Background: an optimization exercise with open tools, aiming at small area, a short achievable clock period and few clock cycles. Do not read the settings as production practice.
Function was checked by simulation only, so behaviour that the tests miss may differ from the original.
Power figures rest on the tool's default switching activity, not on a simulated workload.

==> flow/design.v (excerpt) <==
module pcmdf_dec (
    input  wire        clk,
    input  wire        rst,
    input  wire        start,
    input  wire [15:0] cfg_len,
    input  wire [15:0] cfg_fps,
    input  wire        cfg_fps_set,
    input  wire        cfg_extract,
    output wire        idle,
    input  wire        in_valid,
    output reg         in_ready,
    input  wire [31:0] in_data,
    output reg         out_valid,
    input  wire        out_ready,
    output reg  [1:0]  out_type,
    output reg  [31:0] out_data,
    output reg  [2:0]  out_nbytes,
    output reg         out_tp,
    output reg  [63:0] out_ts,
    output reg  [15:0] out_hdr,
    output reg         out_ss,
    output reg  [31:0] out_sync,
    output reg  [15:0] out_sfid,
    output reg  [15:0] out_plen,
    output wire [2:0]  out_status,
    output reg  [15:0] out_offset,
    output reg  [15:0] out_count,
    output reg  [31:0] out_mode_word
);
Settings: LEC_CHECK=0, CAP_MARGIN=20, CORE_MARGIN=2, CORE_UTILIZATION=40, PLACE_DENSITY=0.6, SETUP_SLACK_MARGIN=4.5, SLEW_MARGIN=20; clock period 8.0 ns.
standard.sh (not shown) runs the stock make flow with config.mk's settings and CLKGATE_MAP_FILE= SYNTH_SCRIPT=/design/flow/synth_recipe.tcl, a recipe that flattens the netlist after the stock synthesis.
==> flow/flow/run.sh <==
#!/bin/bash
# The standard layout (standard synthesis, floorplan, place, CTS, route),
# with the smallest buffer on each input and output port instead of the
# default port buffer cell. Each tool's output goes to its log here.
set -euo pipefail
export BUFFER_PORTS_ARGS="-buffer_cell sky130_fd_sc_hd__buf_1"
bash standard.sh synth > synth.log 2>&1
bash standard.sh finish > layout.log 2>&1
The starting point went through all stages and came out clean.
Testbench counts at the start, summed over its fixed seeds: cycles 18,738.
Next try:
==> flow/run.sh (new file) <==
#!/bin/bash
# synth_recipe.tcl (not shown) runs the flow's synth.tcl, then flattens the netlist and writes it again
# the make line also repeats each setting of config.mk as NAME=value (left out here)
make -C /OpenROAD-flow-scripts/flow DESIGN_CONFIG=/design/flow/config.mk WORK_HOME=/design/flow/orfs CLKGATE_MAP_FILE= SYNTH_SCRIPT=/design/flow/synth_recipe.tcl finish
removed: flow/flow/run.sh
removed: flow/standard.sh
Effect:
- total power came out higher by 2.5%
- worst hold slack improves by 0.0073 ns
- cell area goes up by 11%
Next try:
--- a/flow/config.mk
+++ b/flow/config.mk
@@ -12 +12 @@
-export SETUP_SLACK_MARGIN = 4.5
+export SETUP_SLACK_MARGIN = 5
- The new run passed the timing, DRC and antenna checks
- global-route usage climbs by 1.3 points
- critical path depth does not change
- utilization climbs by 3.0 points
- cell count climbs by a few percent
- hold slack degrades by 0.017 ns
- wire length climbs by a few percent
- clock power barely changes
- sequential cell count stays the same
- setup slack improves by 0.19 ns
Next try:
==> flow/flow/run.sh (new file) <==
#!/bin/bash
# The standard layout (standard synthesis, floorplan, place, CTS, route),
# with the smallest buffer on each input and output port instead of the
# default port buffer cell. Each tool's output goes to its log here.
set -euo pipefail
export BUFFER_PORTS_ARGS="-buffer_cell sky130_fd_sc_hd__buf_1"
bash standard.sh synth > synth.log 2>&1
bash standard.sh finish > layout.log 2>&1
==> flow/standard.sh (new file) <==
#!/bin/bash
# synth_recipe.tcl (not shown) runs the flow's synth.tcl, then flattens the netlist and writes it again
# the make line also repeats each setting of config.mk as NAME=value (left out here)
make -C /OpenROAD-flow-scripts/flow DESIGN_CONFIG=/design/flow/config.mk WORK_HOME=/design/flow/orfs CLKGATE_MAP_FILE= SYNTH_SCRIPT=/design/flow/synth_recipe.tcl "${@:-finish}"
--- a/flow/config.mk
+++ b/flow/config.mk
@@ -10,3 +10,3 @@
-export CORE_UTILIZATION = 40
-export PLACE_DENSITY = 0.6
-export SETUP_SLACK_MARGIN = 5
+export CORE_UTILIZATION = 60
+export PLACE_DENSITY = 0.75
+export SETUP_SLACK_MARGIN = 4.5
removed: flow/run.sh
=>
- wire length falls by about a fifth
- non-clock buffer count falls by 157
- sequential power stays flat
- setup slack is worse by 0.18 ns
- clock-buffer cell count falls by 7

---

## run A
Another version of the RTL of pcmdf_dec (not shown whole).
Size: ~0.018 mm² of cells after synthesis.
export LEC_CHECK = 0
export CAP_MARGIN = 20
export CORE_MARGIN = 2
export CORE_UTILIZATION = 60
export CTS_BUF_LIST = sky130_fd_sc_hd__clkbuf_4 sky130_fd_sc_hd__clkbuf_8
export PLACE_DENSITY = 0.65
export SETUP_SLACK_MARGIN = 4.8
export SLEW_MARGIN = 20
create_clock -name core_clock -period 8.0 [get_ports {clk}]
==> flow/flow/run.sh <==
#!/bin/bash
# The standard layout (standard synthesis, floorplan, place, CTS, route),
# with the smallest buffer on each input and output port instead of the
# default port buffer cell. Each tool's output goes to its log here.
set -euo pipefail
export BUFFER_PORTS_ARGS="-buffer_cell sky130_fd_sc_hd__buf_1"
bash standard.sh synth > synth.log 2>&1
bash standard.sh finish > layout.log 2>&1
Testbench counts of run A, summed over its fixed seeds: cycles 18,614.
[inputs] run B vs run A
# run A
export LEC_CHECK = 0
export CAP_MARGIN = 20
export CORE_MARGIN = 2
export CORE_UTILIZATION = 60
export CTS_BUF_LIST = sky130_fd_sc_hd__clkbuf_4 sky130_fd_sc_hd__clkbuf_8
export PLACE_DENSITY = 0.65
export SETUP_SLACK_MARGIN = 4.8
export SLEW_MARGIN = 20
create_clock -name core_clock -period 8.0 [get_ports {clk}]
# run B
export LEC_CHECK = 0
export CAP_MARGIN = 20
export CORE_MARGIN = 2
export CORE_UTILIZATION = 60
export CTS_BUF_LIST = sky130_fd_sc_hd__clkbuf_4 sky130_fd_sc_hd__clkbuf_8
export PLACE_DENSITY = 0.75
export SETUP_SLACK_MARGIN = 4.8
export SLEW_MARGIN = 20
create_clock -name core_clock -period 8.0 [get_ports {clk}]
Findings:
Compared with run A, run B shows count of clock-buffer cells in the layout lower by 5.8%. Per the comparison of run B with run A, count of cell instances traversed by the critical path has decreased; worst ir drop on vdd went up 20%. Count of plain and timing-repair buffers in the layout: run A vs run B, no meaningful difference. Summary of the comparison: final non-filler cell total is lower in run B, relative to run A.

[static timing again, ports no longer ideal]
In the flow no input, the clock included, has a driving cell. The finished layouts below were timed again as built, in two steps.
Step 1: set_driving_cell puts a clkbuf_16 on clk and a buf_2 on each other input, an assumption about the parent block.
Step 2, shift: input delay + t, output delay - t, t = (earliest + latest rising clock arrival at the registers) / 2. This alone moves slack from input paths to output paths.
Three values: ideal, step 1, step 2; two values: the first two.
| run | t (ns) | setup slack, ns | latest minus earliest clock arrival (ns) | worst register clock-pin slew, ns |
|---|---|---|---|---|
| the first run of note 1 | 0.641 | 4.449 / 4.483 / 3.843 | 0.027 / 0.027 | 0.07 / 0.07 |
| the second run of note 1 | 0.649 | 4.506 / 4.487 / 3.859 | 0.036 / 0.036 | 0.06 / 0.06 |
| the third run of note 1 | 0.647 | 4.693 / 4.724 / 4.077 | 0.034 / 0.033 | 0.07 / 0.07 |
| the fourth run of note 1 | 0.595 | 4.517 / 4.546 / 3.951 | 0.011 / 0.012 | 0.07 / 0.07 |
| run A | 0.647 | 4.836 / 4.811 / 4.188 | 0.031 / 0.031 | 0.07 / 0.07 |
| run B | 0.629 | 4.781 / 4.731 / 4.256 | 0.019 / 0.019 | 0.07 / 0.07 |
After both steps setup and hold are still met in every run listed. For run A, which loses most, drivers alone change the setup slack by -0.025 ns; drivers and shift together by -0.648 ns.
